Context: an optimization exercise on an open-source flow, tuned for small area, a short achievable clock period and few clock cycles per item. The choices shown serve that exercise and are no tape-out recipe.
RTL that was checked went through simulation tests only; none was proved equivalent to the original.
Power figures rest on the tool's default switching activity, not on a simulated workload.

## maple
==> flow/design.v <==
module sym_engine (
    input  wire        clk,
    input  wire        rst,
    input  wire        cmd_valid,
    output wire        cmd_ready,
    input  wire [63:0] cmd_word,
    output wire        rsp_valid,
    input  wire        rsp_ready,
    output wire [63:0] rsp_word
);
  localparam [7:0] OP_SETDIM  = 8'h10;
  localparam [7:0] OP_SETMODE = 8'h11;
  localparam [7:0] OP_MAP     = 8'h12;
  reg [8:0] dim_w;    
  reg [8:0] dim_h;    
  reg [2:0] mode;     
  reg       o_valid;
  reg       o_res;    
  reg       o_last;   
  reg       o_mop;    
  reg       o_err;
  reg [7:0] o_px, o_py;   
  reg [3:0] o_rm;     
  reg [1:0] o_j;
  assign cmd_ready = rsp_ready && o_last;
  wire accept = cmd_valid && cmd_ready;
  wire take   = o_valid && rsp_ready;
  wire [7:0] op  = cmd_word[63:56];
  wire       rsv = cmd_word[55:32] != 24'd0;
  wire [15:0] xs = cmd_word[15:0];
  wire [15:0] ys = cmd_word[31:16];
  wire is_dim  = op == OP_SETDIM && !rsv;
  wire is_mode = op == OP_SETMODE && !rsv && cmd_word[31:3] == 29'd0 &&
                 cmd_word[2:0] != 3'd7;
  wire is_map  = op == OP_MAP && !rsv;
  function [8:0] clamp_dim;
    input [15:0] v;
    begin
      if (v[15] || v == 16'd0)                      clamp_dim = 9'd1;
      else if (v[14:9] != 6'd0 || (v[8] && v[7:0] != 8'd0)) clamp_dim = 9'd256;
      else                                          clamp_dim = v[8:0];
    end
  endfunction
  function sum1_eq;
    input [7:0] a;
    input [7:0] b;
    input [8:0] c;
    reg [8:0] cin;    
    reg [8:0] cout;   
    integer k;
    begin
      for (k = 0; k < 8; k = k + 1) begin
        cin[k]  = a[k] ^ b[k] ^ c[k];
        cout[k] = (a[k] & b[k]) | ((a[k] ^ b[k]) & ~c[k]);
      end
      cin[8] = c[8];
      cout[8] = 1'b0;
      sum1_eq = cin[0] && (cin[8:1] == cout[7:0]);
    end
  endfunction
  function lt8;
    input [7:0] a;
    input [7:0] b;
    integer k;
    begin
      lt8 = 1'b0;
      for (k = 0; k < 8; k = k + 1)
        lt8 = (a[k] ^ b[k]) ? b[k] : lt8;
    end
  endfunction
  wire [7:0] x  = xs[7:0];
  wire [7:0] y  = ys[7:0];
  wire       xz = xs[15:8] == 8'd0;
  wire       yz = ys[15:8] == 8'd0;
  wire in0 = xz && yz && (dim_w[8] || lt8(x, dim_w[7:0])) &&
                         (dim_h[8] || lt8(y, dim_h[7:0]));
  wire in1 = xz && yz && (dim_w[8] || lt8(y, dim_w[7:0])) &&
                         (dim_h[8] || lt8(x, dim_h[7:0]));
  wire cx  = dim_w[0] && dim_w[8:1] == {1'b0, x};    
  wire cy  = dim_h[0] && dim_h[8:1] == {1'b0, y};    
  wire dg  = x == y;                                 
  wire ad  = dim_w == dim_h && sum1_eq(x, y, dim_w);
  reg [3:0] mask;
  always @(*) begin
    case (mode)
      3'd1:    mask = {2'b00, in0 && !cx, in0};
      3'd2:    mask = {1'b0, in0 && !cy, 1'b0, in0};
      3'd3:    mask = {in0 && !cx && !cy, in0 && !cy, in0 && !cx, in0};
      3'd4:    mask = {in0 && !(cx && cy), 2'b00, in0};
      3'd5:    mask = {in1 && !dg, 2'b00, in0};
      3'd6:    mask = {in1 && !ad, 2'b00, in0};
      default: mask = {3'b000, in0};
    endcase
  end
  function [3:0] drop1;    
    input [3:0] m;
    begin
      drop1 = {m[3] & (m[2] | m[1] | m[0]), m[2] & (m[1] | m[0]), m[1] & m[0], 1'b0};
    end
  endfunction
  function [1:0] lowest;   
    input [3:0] m;
    begin
      lowest = {!m[0] && !m[1], !m[0] && (m[1] || !m[2])};
    end
  endfunction
  wire [3:0] rs   = o_res ? o_rm : drop1(o_rm);      
  wire [1:0] prev = o_res ? 2'd0 : lowest(o_rm);
  wire [1:0] tgt  = lowest(rs);
  wire       fx   = prev[0] ^ tgt[0];
  wire       fy   = prev[1] ^ tgt[1];
  wire       rs_one = rs != 4'd0 && drop1(rs) == 4'd0;
  wire m5 = mode == 3'd5;
  wire m6 = mode == 3'd6;
  function [7:0] sub1;
    input [7:0] a;
    input [7:0] v;
    reg c;
    integer k;
    begin
      c = 1'b0;
      for (k = 0; k < 8; k = k + 1) begin
        sub1[k] = a[k] ^ ~v[k] ^ c;
        c = (a[k] & ~v[k]) | ((a[k] ^ ~v[k]) & c);
      end
    end
  endfunction
  wire [7:0] nx = m5 ? o_py : sub1(dim_w[7:0], m6 ? o_py : o_px);    
  wire [7:0] ny = m5 ? o_px : sub1(dim_h[7:0], m6 ? o_px : o_py);    
  always @(posedge clk) begin
    if (rst) begin
      o_valid <= 1'b0;
      dim_w   <= 9'd1;
      dim_h   <= 9'd1;
      mode    <= 3'd0;
    end else if (accept) begin
      o_valid <= 1'b1;
      if (is_dim) begin
        dim_w <= clamp_dim(xs);
        dim_h <= clamp_dim(ys);
      end
      if (is_mode) mode <= cmd_word[2:0];
    end else if (take && o_last) begin
      o_valid <= 1'b0;
    end
  end
  always @(posedge clk) begin
    if (rst) begin
      o_last <= 1'b1;
    end else if (accept) begin
      o_last <= !(is_map && mask != 4'd0);
    end else if (take) begin
      o_last <= rs_one;
    end
  end
  always @(posedge clk) begin
    if (accept) begin
      o_res  <= 1'b1;
      o_mop  <= op == OP_MAP;
      o_err  <= !(is_dim || is_mode || is_map);
      o_px   <= x;
      o_py   <= op == OP_MAP ? y : op;
      o_rm   <= mask;
      o_j    <= 2'd0;
    end else if (take) begin
      o_res  <= 1'b0;
      o_rm   <= rs;
      if (!o_res) o_j <= o_j + 2'd1;
      if (fx) o_px <= nx;
      if (fy) o_py <= ny;
    end
  end
  wire [2:0] n = {o_rm[3] & o_rm[1],
                  o_rm[0] & (o_rm[1] | o_rm[2] | o_rm[3]) & !(o_rm[1] & o_rm[3]),
                  (o_rm[0] & !(o_rm[1] | o_rm[2] | o_rm[3])) | (o_rm[3] & !o_rm[0])};
  wire o_dim  = !o_err && !o_mop && !o_py[0];
  wire o_mode = !o_err && !o_mop && o_py[0];
  wire o_map  = !o_err && o_mop;
  wire [8:0] pay_lo = (o_dim ? dim_w : 9'd0) |
                      (o_mode ? {6'd0, o_px[2:0]} : 9'd0) |
                      (o_map ? {6'd0, n} : 9'd0);
  wire [8:0] pay_hi = o_dim ? dim_h : 9'd0;
  assign rsp_valid = o_valid;
  assign rsp_word = o_res ?
      {o_mop ? OP_MAP : o_py, 3'd0, o_err, 4'd0, 23'd0, pay_hi, 7'd0, pay_lo} :
      {OP_MAP, 4'd0, 4'd1, 28'd0, o_last, 1'b0, o_j, o_py, o_px};
endmodule
export LEC_CHECK = 0
export CAP_MARGIN = 20
export CORE_MARGIN = 2
export CORE_UTILIZATION = 40
export CTS_BUF_LIST = sky130_fd_sc_hd__clkbuf_8
export SETUP_SLACK_MARGIN = 5
export SLEW_MARGIN = 20
create_clock -name core_clock -period 9.0 [get_ports {clk}]
standard.sh (not shown) runs the stock make flow with config.mk's settings and CLKGATE_MAP_FILE= SYNTH_SCRIPT=/design/flow/synth_recipe.tcl, a recipe that flattens the netlist after the stock synthesis.
==> flow/flow/run.sh <==
#!/bin/bash
# The standard layout, with plain buffers (sky130_fd_sc_hd__buf_1) on the ports instead of
# the default delay-cell buffers. Each tool's output is in standard.log.
set -euo pipefail
cd "$(dirname "$0")/.."
export BUFFER_PORTS_ARGS="-buffer_cell sky130_fd_sc_hd__buf_1"
bash standard.sh finish > standard.log 2>&1
maple: PASS, flow complete, no timing, DRC or antenna violations
Here is what was changed in the inputs of oak compared with maple.
diff --git a/flow/design.v b/flow/design.v
--- a/flow/design.v
+++ b/flow/design.v
@@ -22,7 +22,7 @@
   reg [7:0] o_px, o_py;   
   reg [3:0] o_rm;     
   reg [1:0] o_j;
-  assign cmd_ready = rsp_ready && o_last;
+  assign cmd_ready = !o_valid || (rsp_ready && o_last);
   wire accept = cmd_valid && cmd_ready;
   wire take   = o_valid && rsp_ready;
   wire [7:0] op  = cmd_word[63:56];
@@ -112,21 +112,10 @@
   wire       rs_one = rs != 4'd0 && drop1(rs) == 4'd0;
   wire m5 = mode == 3'd5;
   wire m6 = mode == 3'd6;
-  function [7:0] sub1;
-    input [7:0] a;
-    input [7:0] v;
-    reg c;
-    integer k;
-    begin
-      c = 1'b0;
-      for (k = 0; k < 8; k = k + 1) begin
-        sub1[k] = a[k] ^ ~v[k] ^ c;
-        c = (a[k] & ~v[k]) | ((a[k] ^ ~v[k]) & c);
-      end
-    end
-  endfunction
-  wire [7:0] nx = m5 ? o_py : sub1(dim_w[7:0], m6 ? o_py : o_px);    
-  wire [7:0] ny = m5 ? o_px : sub1(dim_h[7:0], m6 ? o_px : o_py);    
+  wire [8:0] sb = dim_w + {1'b0, ~(m6 ? o_py : o_px)};    
+  wire [8:0] sd = dim_h + {1'b0, ~(m6 ? o_px : o_py)};    
+  wire [7:0] nx = m5 ? o_py : sb[7:0];
+  wire [7:0] ny = m5 ? o_px : sd[7:0];
   always @(posedge clk) begin
     if (rst) begin
       o_valid <= 1'b0;
@@ -145,17 +134,9 @@
     end
   end
   always @(posedge clk) begin
-    if (rst) begin
-      o_last <= 1'b1;
-    end else if (accept) begin
-      o_last <= !(is_map && mask != 4'd0);
-    end else if (take) begin
-      o_last <= rs_one;
-    end
-  end
-  always @(posedge clk) begin
     if (accept) begin
       o_res  <= 1'b1;
+      o_last <= !(is_map && mask != 4'd0);
       o_mop  <= op == OP_MAP;
       o_err  <= !(is_dim || is_mode || is_map);
       o_px   <= x;
@@ -164,6 +145,7 @@
       o_j    <= 2'd0;
     end else if (take) begin
       o_res  <= 1'b0;
+      o_last <= rs_one;
       o_rm   <= rs;
       if (!o_res) o_j <= o_j + 2'd1;
       if (fx) o_px <= nx;
Notes after the runs:
- Delta (oak minus maple): growth of design area from synthesis to finish fell by 1.6 points, number of clock buffers in the layout stayed essentially flat, initial cell density of the core rose by 0.70 points, via count stayed essentially flat.
- In the reports for oak and maple, the larger number of buffers inserted by post-CTS setup repair belongs to maple.
- Between oak and maple, first-pass GRT wire length is higher for oak, maple comes in under that.
- Routed wire length across oak and maple: no real change.
- Between oak and maple, share of final layout cell area taken by clock buffers and inverters is lower for maple, oak comes in above that.
- Type of the setup path with the least slack: reg2reg -> maple, in2out -> oak
- oak and maple ended up with nearly the same synthesized cell count.
Testbench counts of oak, summed over its fixed seeds: cycles 6,396, items 3,200.
No functional check of the RTL was part of maple.

== S ==
RTL: one of the versions met above, not the one the previous note started from.
Size: ~48 flip-flops, about 130 I/O pins, about 0.0050 mm2 of cells after synthesis.
==> module sym_engine, before the edit <==
module sym_engine (
    input  wire        clk,
    input  wire        rst,
    input  wire        cmd_valid,
    output wire        cmd_ready,
    input  wire [63:0] cmd_word,
    output wire        rsp_valid,
    input  wire        rsp_ready,
    output wire [63:0] rsp_word
);
  localparam [7:0] OP_SETDIM  = 8'h10;
  localparam [7:0] OP_SETMODE = 8'h11;
  localparam [7:0] OP_MAP     = 8'h12;
  reg [8:0] dim_w;    
  reg [8:0] dim_h;    
  reg [2:0] mode;     
  reg       o_valid;
  reg       o_res;    
  reg       o_last;   
  reg       o_mop;    
  reg       o_err;
  reg [7:0] o_px, o_py;   
  reg [3:0] o_rm;     
  reg [1:0] o_j;
  assign cmd_ready = !o_valid || (rsp_ready && o_last);
  wire accept = cmd_valid && cmd_ready;
  wire take   = o_valid && rsp_ready;
  wire [7:0] op  = cmd_word[63:56];
  wire       rsv = cmd_word[55:32] != 24'd0;
  wire [15:0] xs = cmd_word[15:0];
  wire [15:0] ys = cmd_word[31:16];
  wire is_dim  = op == OP_SETDIM && !rsv;
  wire is_mode = op == OP_SETMODE && !rsv && cmd_word[31:3] == 29'd0 &&
                 cmd_word[2:0] != 3'd7;
  wire is_map  = op == OP_MAP && !rsv;
  function [8:0] clamp_dim;
    input [15:0] v;
    begin
      if (v[15] || v == 16'd0)                      clamp_dim = 9'd1;
      else if (v[14:9] != 6'd0 || (v[8] && v[7:0] != 8'd0)) clamp_dim = 9'd256;
      else                                          clamp_dim = v[8:0];
    end
  endfunction
  function sum1_eq;
    input [7:0] a;
    input [7:0] b;
    input [8:0] c;
    reg [8:0] cin;    
    reg [8:0] cout;   
    integer k;
    begin
      for (k = 0; k < 8; k = k + 1) begin
        cin[k]  = a[k] ^ b[k] ^ c[k];
        cout[k] = (a[k] & b[k]) | ((a[k] ^ b[k]) & ~c[k]);
      end
      cin[8] = c[8];
      cout[8] = 1'b0;
      sum1_eq = cin[0] && (cin[8:1] == cout[7:0]);
    end
  endfunction
  function lt8;
    input [7:0] a;
    input [7:0] b;
    integer k;
    begin
      lt8 = 1'b0;
      for (k = 0; k < 8; k = k + 1)
        lt8 = (a[k] ^ b[k]) ? b[k] : lt8;
    end
  endfunction
  wire [7:0] x  = xs[7:0];
  wire [7:0] y  = ys[7:0];
  wire       xz = xs[15:8] == 8'd0;
  wire       yz = ys[15:8] == 8'd0;
  wire in0 = xz && yz && (dim_w[8] || lt8(x, dim_w[7:0])) &&
                         (dim_h[8] || lt8(y, dim_h[7:0]));
  wire in1 = xz && yz && (dim_w[8] || lt8(y, dim_w[7:0])) &&
                         (dim_h[8] || lt8(x, dim_h[7:0]));
  wire cx  = dim_w[0] && dim_w[8:1] == {1'b0, x};    
  wire cy  = dim_h[0] && dim_h[8:1] == {1'b0, y};    
  wire dg  = x == y;                                 
  wire ad  = dim_w == dim_h && sum1_eq(x, y, dim_w);
  reg [3:0] mask;
  always @(*) begin
    case (mode)
      3'd1:    mask = {2'b00, in0 && !cx, in0};
      3'd2:    mask = {1'b0, in0 && !cy, 1'b0, in0};
      3'd3:    mask = {in0 && !cx && !cy, in0 && !cy, in0 && !cx, in0};
      3'd4:    mask = {in0 && !(cx && cy), 2'b00, in0};
      3'd5:    mask = {in1 && !dg, 2'b00, in0};
      3'd6:    mask = {in1 && !ad, 2'b00, in0};
      default: mask = {3'b000, in0};
    endcase
  end
  function [3:0] drop1;    
    input [3:0] m;
    begin
      drop1 = {m[3] & (m[2] | m[1] | m[0]), m[2] & (m[1] | m[0]), m[1] & m[0], 1'b0};
    end
  endfunction
  function [1:0] lowest;   
    input [3:0] m;
    begin
      lowest = {!m[0] && !m[1], !m[0] && (m[1] || !m[2])};
    end
  endfunction
  wire [3:0] rs   = o_res ? o_rm : drop1(o_rm);      
  wire [1:0] prev = o_res ? 2'd0 : lowest(o_rm);
  wire [1:0] tgt  = lowest(rs);
  wire       fx   = prev[0] ^ tgt[0];
  wire       fy   = prev[1] ^ tgt[1];
  wire       rs_one = rs != 4'd0 && drop1(rs) == 4'd0;
  wire m5 = mode == 3'd5;
  wire m6 = mode == 3'd6;
  wire [8:0] sb = dim_w + {1'b0, ~(m6 ? o_py : o_px)};    
  wire [8:0] sd = dim_h + {1'b0, ~(m6 ? o_px : o_py)};    
  wire [7:0] nx = m5 ? o_py : sb[7:0];
  wire [7:0] ny = m5 ? o_px : sd[7:0];
  always @(posedge clk) begin
    if (rst) begin
      o_valid <= 1'b0;
      dim_w   <= 9'd1;
      dim_h   <= 9'd1;
      mode    <= 3'd0;
    end else if (accept) begin
      o_valid <= 1'b1;
      if (is_dim) begin
        dim_w <= clamp_dim(xs);
        dim_h <= clamp_dim(ys);
      end
      if (is_mode) mode <= cmd_word[2:0];
    end else if (take && o_last) begin
      o_valid <= 1'b0;
    end
  end
  always @(posedge clk) begin
    if (accept) begin
      o_res  <= 1'b1;
      o_last <= !(is_map && mask != 4'd0);
      o_mop  <= op == OP_MAP;
      o_err  <= !(is_dim || is_mode || is_map);
      o_px   <= x;
      o_py   <= op == OP_MAP ? y : op;
      o_rm   <= mask;
      o_j    <= 2'd0;
    end else if (take) begin
      o_res  <= 1'b0;
      o_last <= rs_one;
      o_rm   <= rs;
      if (!o_res) o_j <= o_j + 2'd1;
      if (fx) o_px <= nx;
      if (fy) o_py <= ny;
    end
  end
  wire [2:0] n = {o_rm[3] & o_rm[1],
                  o_rm[0] & (o_rm[1] | o_rm[2] | o_rm[3]) & !(o_rm[1] & o_rm[3]),
                  (o_rm[0] & !(o_rm[1] | o_rm[2] | o_rm[3])) | (o_rm[3] & !o_rm[0])};
  wire o_dim  = !o_err && !o_mop && !o_py[0];
  wire o_mode = !o_err && !o_mop && o_py[0];
  wire o_map  = !o_err && o_mop;
  wire [8:0] pay_lo = (o_dim ? dim_w : 9'd0) |
                      (o_mode ? {6'd0, o_px[2:0]} : 9'd0) |
                      (o_map ? {6'd0, n} : 9'd0);
  wire [8:0] pay_hi = o_dim ? dim_h : 9'd0;
  assign rsp_valid = o_valid;
  assign rsp_word = o_res ?
      {o_mop ? OP_MAP : o_py, 3'd0, o_err, 4'd0, 23'd0, pay_hi, 7'd0, pay_lo} :
      {OP_MAP, 4'd0, 4'd1, 28'd0, o_last, 1'b0, o_j, o_py, o_px};
endmodule
clock: 9.0 ns
lec_check: 0
cap_margin: 20
core_margin: 2
core_utilization: 60
cts_buf_list: sky130_fd_sc_hd__clkbuf_8
setup_slack_margin: 5
slew_margin: 20
Scripts as last shown in full above: flow/flow/run.sh
S did not stop at any stage, and its layout met the timing, DRC and antenna checks.
Testbench counts of S, summed over its fixed seeds: cycles 6,396, items 3,200.
[inputs] Q vs S
--- a/flow/design.v
+++ b/flow/design.v
@@ -19,13 +19,13 @@
   reg       o_last;   
   reg       o_mop;    
   reg       o_err;
   reg [7:0] o_px, o_py;   
   reg [3:0] o_rm;     
   reg [1:0] o_j;
-  assign cmd_ready = !o_valid || (rsp_ready && o_last);
+  assign cmd_ready = rsp_ready && o_last;
   wire accept = cmd_valid && cmd_ready;
   wire take   = o_valid && rsp_ready;
   wire [7:0] op  = cmd_word[63:56];
   wire       rsv = cmd_word[55:32] != 24'd0;
   wire [15:0] xs = cmd_word[15:0];
   wire [15:0] ys = cmd_word[31:16];
@@ -131,24 +131,31 @@
       if (is_mode) mode <= cmd_word[2:0];
     end else if (take && o_last) begin
       o_valid <= 1'b0;
     end
   end
   always @(posedge clk) begin
+    if (rst) begin
+      o_last <= 1'b1;
+    end else if (accept) begin
+      o_last <= !(is_map && mask != 4'd0);
+    end else if (take) begin
+      o_last <= o_last || rs_one;    
+    end
+  end
+  always @(posedge clk) begin
     if (accept) begin
       o_res  <= 1'b1;
-      o_last <= !(is_map && mask != 4'd0);
       o_mop  <= op == OP_MAP;
       o_err  <= !(is_dim || is_mode || is_map);
       o_px   <= x;
       o_py   <= op == OP_MAP ? y : op;
       o_rm   <= mask;
       o_j    <= 2'd0;
     end else if (take) begin
       o_res  <= 1'b0;
-      o_last <= rs_one;
       o_rm   <= rs;
       if (!o_res) o_j <= o_j + 2'd1;
       if (fx) o_px <= nx;
       if (fy) o_py <= ny;
     end
   end
Findings:
Mean instance size in the synthesized netlist: higher on S
Between S and Q, die boundary width is higher for Q, S comes in under that.
Looking at the reports, Q completed the entire flow and the layout it produced met the timing, DRC and antenna checks.
Delta (Q minus S): area of all placed cells without fillers rose by 220 um2, critical path depth rose by 5, overall global routing resource usage fell by 0.24 points, y dimension of the die rose by about 1.4%, power fell by 14%.
Testbench counts of Q, summed over its fixed seeds: cycles 6,396, items 3,200.

==> re-timing with driven ports <==
The flow's constraints put no driver on any port. The routed layouts listed below were extracted and timed again, unchanged, in two steps. Step 1, drivers: a clkbuf_16 drives clk and a buf_2 each remaining input, both assumed. Step 2 moves the port delays by t, midway between the first and last clock arrival at a register: inputs arrive t later, outputs are due t later. That takes back most of the time a late clock gives input paths. Slacks: no drivers / after step 1 / after step 2; pairs: no drivers / after step 1.
run	shift t [ns]	setup slack, ns	worst setup path at the end
maple	0.347	4.949 / 4.949 / 4.791	input to register
oak	0.348	4.972 / 4.940 / 4.836	input to register
S	0.339	4.978 / 4.944 / 4.932	input to register
Q	0.344	4.710 / 4.725 / 4.382	input to register
After both steps setup and hold are still met in every run listed. The setup slack of Q, which loses most, moves by +0.015 ns with the drivers and by -0.328 ns with both steps.
